Background: an optimization exercise with open tools, aiming at small area, a short achievable clock period and few clock cycles. Do not read the settings as production practice.
In this exercise RTL edits were held to simulation tests only and were not proved equivalent to the original.

==> flow/design.v (excerpt) <==
module simhymn (
    input  wire       clk,
    input  wire       rst,           
    input  wire       img_we,
    input  wire [4:0] img_addr,
    input  wire [7:0] img_data,
    input  wire       start,
    output wire       in_req,
    input  wire       in_valid,
    input  wire [7:0] in_data,
    input  wire [1:0] in_err,        
    output reg        out_valid,
    output reg  [7:0] out_data,
    output wire       done,
    output wire       halted,
    output wire       faulted,
    output wire [2:0] fault_kind,
    output wire [4:0] fault_pc,
    output wire [7:0] fault_word,
    output reg  [7:0] acc,
    output reg  [4:0] pc,
    output wire       zf,
    output wire       pf,
    input  wire [4:0] dbg_addr,
    output wire [7:0] dbg_data
);
Settings: LEC_CHECK=0, ABC_AREA=1, CAP_MARGIN=20, CORE_MARGIN=2, CORE_UTILIZATION=55, SETUP_SLACK_MARGIN=3.8, SLEW_MARGIN=20, TNS_END_PERCENT=10; clock period 10.0 ns.
standard.sh (not shown) runs the stock make flow with config.mk's settings and CLKGATE_MAP_FILE= SYNTH_SCRIPT=/design/flow/synth_recipe.tcl, a recipe that flattens the netlist after the stock synthesis.
==> flow/flow/run.sh <==
#!/bin/bash
# The standard layout, with the port buffers made of buf_4 cells instead of the
# default (a slow delay buffer) so that the resizer starts from a fast cell.
set -euo pipefail
export BUFFER_PORTS_ARGS="-buffer_cell sky130_fd_sc_hd__buf_4"
bash standard.sh > standard.log 2>&1
Testbench counts at the start, summed over its fixed seeds: cycles 16,177.
Then changed:
--- a/flow/config.mk
+++ b/flow/config.mk
@@ -9 +9 @@
-export CAP_MARGIN = 20
+export CAP_MARGIN = 5
@@ -11 +11 @@
-export CORE_UTILIZATION = 55
+export CORE_UTILIZATION = 40
@@ -13 +13 @@
-export SLEW_MARGIN = 20
+export SLEW_MARGIN = 5
After rerunning:
- The new run finished clean
- via count decreases slightly
- cell area increases by a few percent
- routed wire length increases by roughly a tenth
- hold slack hardly moves
- utilization decreases by 16 points
- synthesized area does not change
- non-clock buffer count increases by 18
- clock-buffer cell count increases by 6

========
oak:
Another version of the RTL of simhymn (not shown whole).
For scale: about 2800 cells after synthesis, ~85 I/O pins, roughly 21000 µm² of cells after synthesis.
clock: 10.0 ns
lec_check: 0
abc_area: 1
cap_margin: 5
core_margin: 2
core_utilization: 40
setup_slack_margin: 3.0
slew_margin: 5
tns_end_percent: 10
Scripts as last shown in full above: flow/flow/run.sh
oak: all stages complete, timing, DRC and antenna checks passed
Testbench counts of oak, summed over its fixed seeds: cycles 12,366.
The following lists how pine was set up differently from oak:
Settings: CAP_MARGIN: 5 -> 20; SLEW_MARGIN: 5 -> 20.
Compared with oak, pine shows a minimum period implied by the final worst setup slack that is 0.011 ns higher.
Looking only at final core utilization, and setting everything else aside, the higher value of oak and pine goes to pine.
There was hardly any difference in area of the multi-input gates between pine and oak.
Wire length reported by the detailed router essentially unchanged between oak and pine.
Looking at oak and pine, the final cell count is a wash.
Looking at master of the slowest instance on the critical path, the dfxtp_1 result is from oak; the edfxtp_1 one comes from pine.
Looking at oak and pine, the worst-case hold slack is a wash.

========
The RTL this note starts from:
==> flow/design.v <==
module simhymn (
    input  wire       clk,
    input  wire       rst,           
    input  wire       img_we,
    input  wire [4:0] img_addr,
    input  wire [7:0] img_data,
    input  wire       start,
    output wire       in_req,
    input  wire       in_valid,
    input  wire [7:0] in_data,
    input  wire [1:0] in_err,        
    output reg        out_valid,
    output reg  [7:0] out_data,
    output wire       done,
    output wire       halted,
    output wire       faulted,
    output wire [2:0] fault_kind,
    output wire [4:0] fault_pc,
    output wire [7:0] fault_word,
    output reg  [7:0] acc,
    output reg  [4:0] pc,
    output wire       zf,
    output wire       pf,
    input  wire [4:0] dbg_addr,
    output wire [7:0] dbg_data
);
    localparam [4:0] JUMP_CHAIN_BOUND = 5'd30;
    localparam [4:0] INPUT_PORT  = 5'd30;
    localparam [4:0] OUTPUT_PORT = 5'd31;
    localparam [2:0] OP_HALT = 3'd0;
    localparam [2:0] OP_JUMP = 3'd1;
    localparam [2:0] OP_JZER = 3'd2;
    localparam [2:0] OP_JPOS = 3'd3;
    localparam [2:0] OP_LOAD = 3'd4;
    localparam [2:0] OP_STOR = 3'd5;
    localparam [2:0] OP_ADD  = 3'd6;
    localparam [2:0] OP_SUB  = 3'd7;
    reg [7:0] mem [0:31];
    reg [7:0] ir0, ir1, ir2;     
    reg       irv;               
    reg       run;               
    reg       hlt_r;             
    reg       flt_r;             
    reg       inv_r;             
    reg [4:0] chain;             
    assign zf = (acc == 8'd0);
    assign pf = !acc[7] && (acc != 8'd0);
    wire idle = !run && !hlt_r && !flt_r;
    wire go   = !rst && (run || (idle && start));
    wire ld   = idle && !start;              
    wire [4:0] pc1 = pc + 5'd1;
    wire [4:0] pc2 = pc + 5'd2;
    wire [4:0] pc3 = pc + 5'd3;
    wire ok1 = (pc < 5'd29);                 
    wire ok2 = (pc < 5'd28);                 
    wire [2:0] op0 = ir0[7:5], op1 = ir1[7:5], op2 = ir2[7:5];
    wire [4:0] a0  = ir0[4:0], a1  = ir1[4:0], a2  = ir2[4:0];
    function is_j;  input [2:0] op; is_j = (op == OP_JUMP) || (op == OP_JZER) || (op == OP_JPOS); endfunction
    function tk_if; input [2:0] op; input z; input p;
        tk_if = (op == OP_JUMP) || (op == OP_JZER && z) || (op == OP_JPOS && p);
    endfunction
    wire s0 = (op0 == OP_STOR), s1 = (op1 == OP_STOR), s2 = (op2 == OP_STOR);
    wire x0 = op0[2] && !s0;                 
    wire x1 = (op1 == OP_ADD) || (op1 == OP_SUB) || ((op1 == OP_LOAD) && (a1 != INPUT_PORT));
    wire x2 = (op2 == OP_ADD) || (op2 == OP_SUB) || ((op2 == OP_LOAD) && (a2 != INPUT_PORT));
    wire j0 = is_j(op0), j1 = is_j(op1), j2 = is_j(op2);
    wire inp0 = (op0 == OP_LOAD) && (a0 == INPUT_PORT);
    wire hlt0 = (op0 == OP_HALT) || (pc >= 5'd30);
    wire tk0  = tk_if(op0, zf, pf);
    wire lead_tk = j0 && tk0;                
    wire cflt = !hlt0 && lead_tk && (chain == JUMP_CHAIN_BOUND);
    reg       has_x, has_s, has_j;
    reg [1:0] xsel, ssel, jsel, len;         
    always @(*) begin
        has_x = 1'b0; has_s = 1'b0; has_j = 1'b0;
        xsel = 2'd0; ssel = 2'd0; jsel = 2'd0; len = 2'd1;
        if (j0) begin
            if (!tk0 && ok1 && (x1 || s1)) begin
                len = 2'd2;
                if (x1) begin has_x = 1'b1; xsel = 2'd1; end
                else    begin has_s = 1'b1; ssel = 2'd1; end
                if (ok2) begin
                    if (s1 && x2 && (a1 != pc2)) begin
                        has_x = 1'b1; xsel = 2'd2; len = 2'd3;
                    end else if (x1 && s2) begin
                        has_s = 1'b1; ssel = 2'd2; len = 2'd3;
                    end else if (j2 && !(s1 && (a1 == pc2))) begin
                        has_j = 1'b1; jsel = 2'd2;
                    end
                end
            end
        end else begin
            if (x0) begin has_x = 1'b1; xsel = 2'd0; end
            if (s0) begin has_s = 1'b1; ssel = 2'd0; end
            if (ok1 && !(s0 && (a0 == pc1))) begin
                if (s0 && x1) begin
                    has_x = 1'b1; xsel = 2'd1; len = 2'd2;
                end else if (x0 && s1) begin
                    has_s = 1'b1; ssel = 2'd1; len = 2'd2;
                end else if (j1) begin
                    has_j = 1'b1; jsel = 2'd1;
                end
                if ((len == 2'd2) && ok2 && j2 &&
                    !(s0 && (a0 == pc2)) && !(s1 && (a1 == pc2))) begin
                    has_j = 1'b1; jsel = 2'd2;
                end
            end
        end
    end
    wire in_ok   = in_valid && (in_err == 2'd0);
    wire act     = go && irv && !hlt0 && !cflt;      
    wire xin     = inp0 && !j0;                      
    wire wait_in = xin && !in_valid;
    wire bad_in  = xin && in_valid && !in_ok;
    wire adv     = act && !wait_in && !bad_in;
    reg [7:0] xw, sw, jw;
    always @(*) begin
        case (xsel) 2'd0: xw = ir0; 2'd1: xw = ir1; default: xw = ir2; endcase
        case (ssel) 2'd0: sw = ir0; 2'd1: sw = ir1; default: sw = ir2; endcase
        case (jsel) 2'd0: jw = ir0; 2'd1: jw = ir1; default: jw = ir2; endcase
    end
    wire [2:0] xop = xw[7:5];
    wire [4:0] xa  = xw[4:0];
    wire [4:0] sa  = sw[4:0];
    wire [2:0] jop = jw[7:5];
    wire [4:0] ja  = jw[4:0];
    wire s_first = has_s && (!has_x || (ssel < xsel));    
    wire       dsel = hlt_r || flt_r || (irv && (hlt0 || cflt));
    wire [4:0] oa   = dsel ? dbg_addr : xa;
    wire [7:0] mrd  = mem[oa];
    assign dbg_data = mrd;
    wire [7:0] opnd = (s_first && has_x && (sa == xa)) ? acc : mrd;
    wire       xsub = (xop == OP_SUB);
    wire [7:0] sum  = acc + (xsub ? ~opnd : opnd) + {7'd0, xsub};
    wire [7:0] alu  = xop[1] ? sum : (xin ? in_data : opnd);
    wire [4:0] pcl   = pc + {3'd0, len};                  
    wire       j_kn  = tk_if(jop, zf, pf);
    wire       j_pr  = (jop == OP_JUMP) || (ja <= pcl);   
    wire       j_tk  = has_x ? j_pr : j_kn;
    wire       z_new = (alu == 8'd0);
    wire       p_new = !alu[7] && !z_new;
    wire       j_act = tk_if(jop, z_new, p_new);
    wire       mispr = has_j && has_x && (j_act != j_pr);
    wire [4:0] pcn = lead_tk ? a0 :
                     has_j   ? (j_tk ? ja : pcl + 5'd1) :
                               pcl;
    wire [4:0] chn = lead_tk ? chain + 5'd1 : ((has_j && j_tk) ? 5'd1 : 5'd0);
    wire       we_a = (ld && img_we && !rst) || (adv && xin);
    wire [4:0] wa_a = ld ? img_addr : INPUT_PORT;
    wire       we_s = adv && has_s;
    wire [7:0] wd   = ld ? img_data : (s_first ? acc : alu);
    integer i;
    always @(posedge clk) begin
        for (i = 0; i < 32; i = i + 1)
            if ((we_a && wa_a == i[4:0]) || (we_s && sa == i[4:0]))
                mem[i] <= wd;
    end
    wire [4:0] fb  = irv ? pcn : pc;
    wire [2:0] fr0 = fb[4:2];
    wire [2:0] fr1 = fb[4:2] + 3'd1;
    wire [1:0] fl  = fb[1:0];
    wire [7:0] b0  = mem[{(fl > 2'd0) ? fr1 : fr0, 2'd0}];
    wire [7:0] b1  = mem[{(fl > 2'd1) ? fr1 : fr0, 2'd1}];
    wire [7:0] b2  = mem[{(fl > 2'd2) ? fr1 : fr0, 2'd2}];
    wire [7:0] b3  = mem[{fr0, 2'd3}];
    reg  [7:0] f0, f1, f2;
    always @(*) begin
        case (fl)
            2'd0:    begin f0 = b0; f1 = b1; f2 = b2; end
            2'd1:    begin f0 = b1; f1 = b2; f2 = b3; end
            2'd2:    begin f0 = b2; f1 = b3; f2 = b0; end
            default: begin f0 = b3; f1 = b0; f2 = b1; end
        endcase
    end
    wire [4:0] fb1 = fb + 5'd1;
    wire [4:0] fb2 = fb + 5'd2;
    assign in_req     = act && xin;
    assign halted     = hlt_r || (go && irv && hlt0);
    assign faulted    = flt_r || (go && irv && cflt);
    assign done       = halted || faulted;
    assign fault_pc   = pc;
    assign fault_word = ir0;
    assign fault_kind = ir0[7] ? {2'b10, inv_r} : 3'd3;
    always @(posedge clk) begin
        if (rst) begin
            out_valid <= 1'b0;
            out_data  <= 8'd0;
        end else begin
            out_valid <= we_s && (sa == OUTPUT_PORT);
            out_data  <= wd;
        end
    end
    always @(posedge clk) begin
        if (rst) begin
            run   <= 1'b0;
            hlt_r <= 1'b0;
            flt_r <= 1'b0;
            inv_r <= 1'b0;
            acc   <= 8'd0;
            pc    <= 5'd0;
            chain <= 5'd0;
            irv   <= 1'b1;
        end else if (go) begin
            run <= 1'b1;
            if (!irv) begin
                irv <= 1'b1;                 
            end else if (hlt0) begin
                run   <= 1'b0;
                hlt_r <= 1'b1;
            end else if (cflt) begin
                run   <= 1'b0;
                flt_r <= 1'b1;
            end else if (bad_in) begin
                run   <= 1'b0;
                flt_r <= 1'b1;
                inv_r <= in_err[1];
            end else if (adv) begin
                if (has_x)
                    acc <= alu;
                if (mispr) begin
                    pc    <= j_pr ? pcl + 5'd1 : ja;
                    chain <= j_pr ? 5'd0 : 5'd1;
                    irv   <= 1'b0;
                end else begin
                    pc    <= pcn;
                    chain <= chn;
                end
            end
        end
    end
    wire [7:0] win = in_data;
    always @(posedge clk) begin
        if (ld || rst) begin
            ir0 <= (!rst && img_we && img_addr == 5'd0) ? img_data : mem[0];
            ir1 <= (!rst && img_we && img_addr == 5'd1) ? img_data : mem[1];
            ir2 <= (!rst && img_we && img_addr == 5'd2) ? img_data : mem[2];
        end else if (go && (!irv || adv)) begin
            ir0 <= ((we_a && wa_a == fb)  || (we_s && sa == fb))  ? wd : f0;
            ir1 <= ((we_a && wa_a == fb1) || (we_s && sa == fb1)) ? wd : f1;
            ir2 <= ((we_a && wa_a == fb2) || (we_s && sa == fb2)) ? wd : f2;
        end
    end
endmodule
Settings: LEC_CHECK=0, ABC_AREA=1, CAP_MARGIN=20, CORE_MARGIN=2, CORE_UTILIZATION=40, SETUP_SLACK_MARGIN=3.3, SLEW_MARGIN=20, TNS_END_PERCENT=10; clock period 10.0 ns.
Scripts as last shown in full above: flow/flow/run.sh
Testbench counts at the start, summed over its fixed seeds: cycles 12,366.
Edit:
--- a/flow/config.mk
+++ b/flow/config.mk
@@ -10,5 +10,5 @@
 export CORE_MARGIN = 2
 export CORE_UTILIZATION = 40
-export SETUP_SLACK_MARGIN = 3.3
+export SETUP_SLACK_MARGIN = 3.8
 export SLEW_MARGIN = 20
 export TNS_END_PERCENT = 10
After rerunning: The new run finished clean. First-iteration DRC count went down slightly. Global-route usage went up by 0.10 points. Non-clock buffer count went up by 56. Clock-buffer cell count went up by 1. Routed wire length went down slightly. Synthesized cell count is unchanged. Final cell count went up slightly. Register-to-register slack is about the same.

========
== the baseline ==
RTL: one of the versions met above, not the one the previous note started from.
For scale: ~2,200 cells after synthesis, ~300 flip-flops, about 85 I/O pins.
// simhymn
module simhymn (
    input  wire       clk,
    input  wire       rst,           
    input  wire       img_we,
    input  wire [4:0] img_addr,
    input  wire [7:0] img_data,
    input  wire       start,
    output wire       in_req,
    input  wire       in_valid,
    input  wire [7:0] in_data,
    input  wire [1:0] in_err,        
    output reg        out_valid,
    output reg  [7:0] out_data,
    output wire       done,
    output wire       halted,
    output wire       faulted,
    output wire [2:0] fault_kind,
    output wire [4:0] fault_pc,
    output wire [7:0] fault_word,
    output reg  [7:0] acc,
    output reg  [4:0] pc,
    output wire       zf,
    output wire       pf,
    input  wire [4:0] dbg_addr,
    output wire [7:0] dbg_data
);
Settings: LEC_CHECK=0, ABC_AREA=1, CAP_MARGIN=20, CORE_MARGIN=2, CORE_UTILIZATION=40, SETUP_SLACK_MARGIN=3.5, SLEW_MARGIN=20, TNS_END_PERCENT=10; clock period 10.0 ns.
run.sh (not shown) runs the stock make flow with config.mk's settings and CLKGATE_MAP_FILE= SYNTH_SCRIPT=/design/flow/synth_recipe.tcl, a recipe that flattens the netlist after the stock synthesis.
Stock flow here: none of the scripts above is used.
The baseline ended with every stage complete and zero timing, DRC or antenna violations.
Testbench counts of the baseline, summed over its fixed seeds: cycles 16,177.
The inputs of the candidate differ from those of the baseline as listed below.
Settings: SETUP_SLACK_MARGIN changed from 3.5 to 3.8.
==> flow/flow/run.sh (new file) <==
#!/bin/bash
# The standard layout, with the port buffers made of buf_4 cells instead of the
# default (a slow delay buffer) so that the resizer starts from a fast cell.
set -euo pipefail
export BUFFER_PORTS_ARGS="-buffer_cell sky130_fd_sc_hd__buf_4"
bash standard.sh > standard.log 2>&1
==> flow/standard.sh (new file) <==
#!/bin/bash
# synth_recipe.tcl (not shown) runs the flow's synth.tcl, then flattens the netlist and writes it again
# the make line also repeats each setting of config.mk as NAME=value (left out here)
make -C /OpenROAD-flow-scripts/flow DESIGN_CONFIG=/design/flow/config.mk WORK_HOME=/design/flow/orfs CLKGATE_MAP_FILE= SYNTH_SCRIPT=/design/flow/synth_recipe.tcl "${@:-finish}"
removed: flow/run.sh
==> comparison <==
- The candidate | stages: all done | timing, DRC, antenna: all pass
- The baseline reached the end of the flow, and the finished layout is clean on the timing, design-rule and antenna checks.
- Per the comparison of the candidate with the baseline, proportion of layout cells with a drive suffix above 1 went up; maximum count of clock buffers along a single path did not really move; register area did not really move; global-route wire length before repair did not really move; cell area went up.
- More vias were needed by the candidate than by the baseline.
- Worst slack at placement: the candidate and the baseline compared, higher one is the candidate

afterwards: timing with drivers on the ports:
Ports are ideal in the flow. The routed layouts listed here were re-timed in OpenROAD. Step 1 sets driving cells, clkbuf_16 on the clock port and buf_2 on the other inputs (assumed; they add their load-dependent delay and slew). Step 2 adds t to the input delays and takes it off the output delays; t is the mean of the earliest and latest rising clock arrival at the registers after step 1. Input paths then give back, and output paths get back, about the clock's delay inside the block. a / b / c = no drivers / after step 1 / after step 2; a / b = the first two.
run | shift t [ns] | setup slack, ns | clock arrival spread, ns | worst slew at a driven data input, ns | pins driven straight from the clock port
the first run of note 1 | 0.613 | 3.723 / 3.667 / 3.324 | 0.020 / 0.020 | 0.04 | 1
the second run of note 1 | 0.611 | 3.774 / 3.739 / 3.483 | 0.016 / 0.015 | 0.05 | 1
oak | 0.626 | 3.127 / 3.066 / 2.920 | 0.018 / 0.018 | 0.04 | 1
pine | 0.631 | 3.116 / 3.055 / 2.859 | 0.016 / 0.016 | 0.04 | 1
the first run of note 3 | 0.624 | 3.299 / 3.268 / 2.970 | 0.028 / 0.028 | 0.09 | 1
the second run of note 3 | 0.635 | 3.299 / 3.299 / 3.022 | 0.033 / 0.033 | 0.10 | 1
the baseline | 0.619 | 3.378 / 3.355 / 3.138 | 0.027 / 0.027 | 0.05 | 1
the candidate | 0.625 | 3.781 / 3.749 / 3.424 | 0.025 / 0.024 | 0.05 | 1
After both steps setup and hold are still met in every run listed. The setup slack of the first run of note 1, which loses most, moves by -0.056 ns with the drivers and by -0.399 ns with both steps.
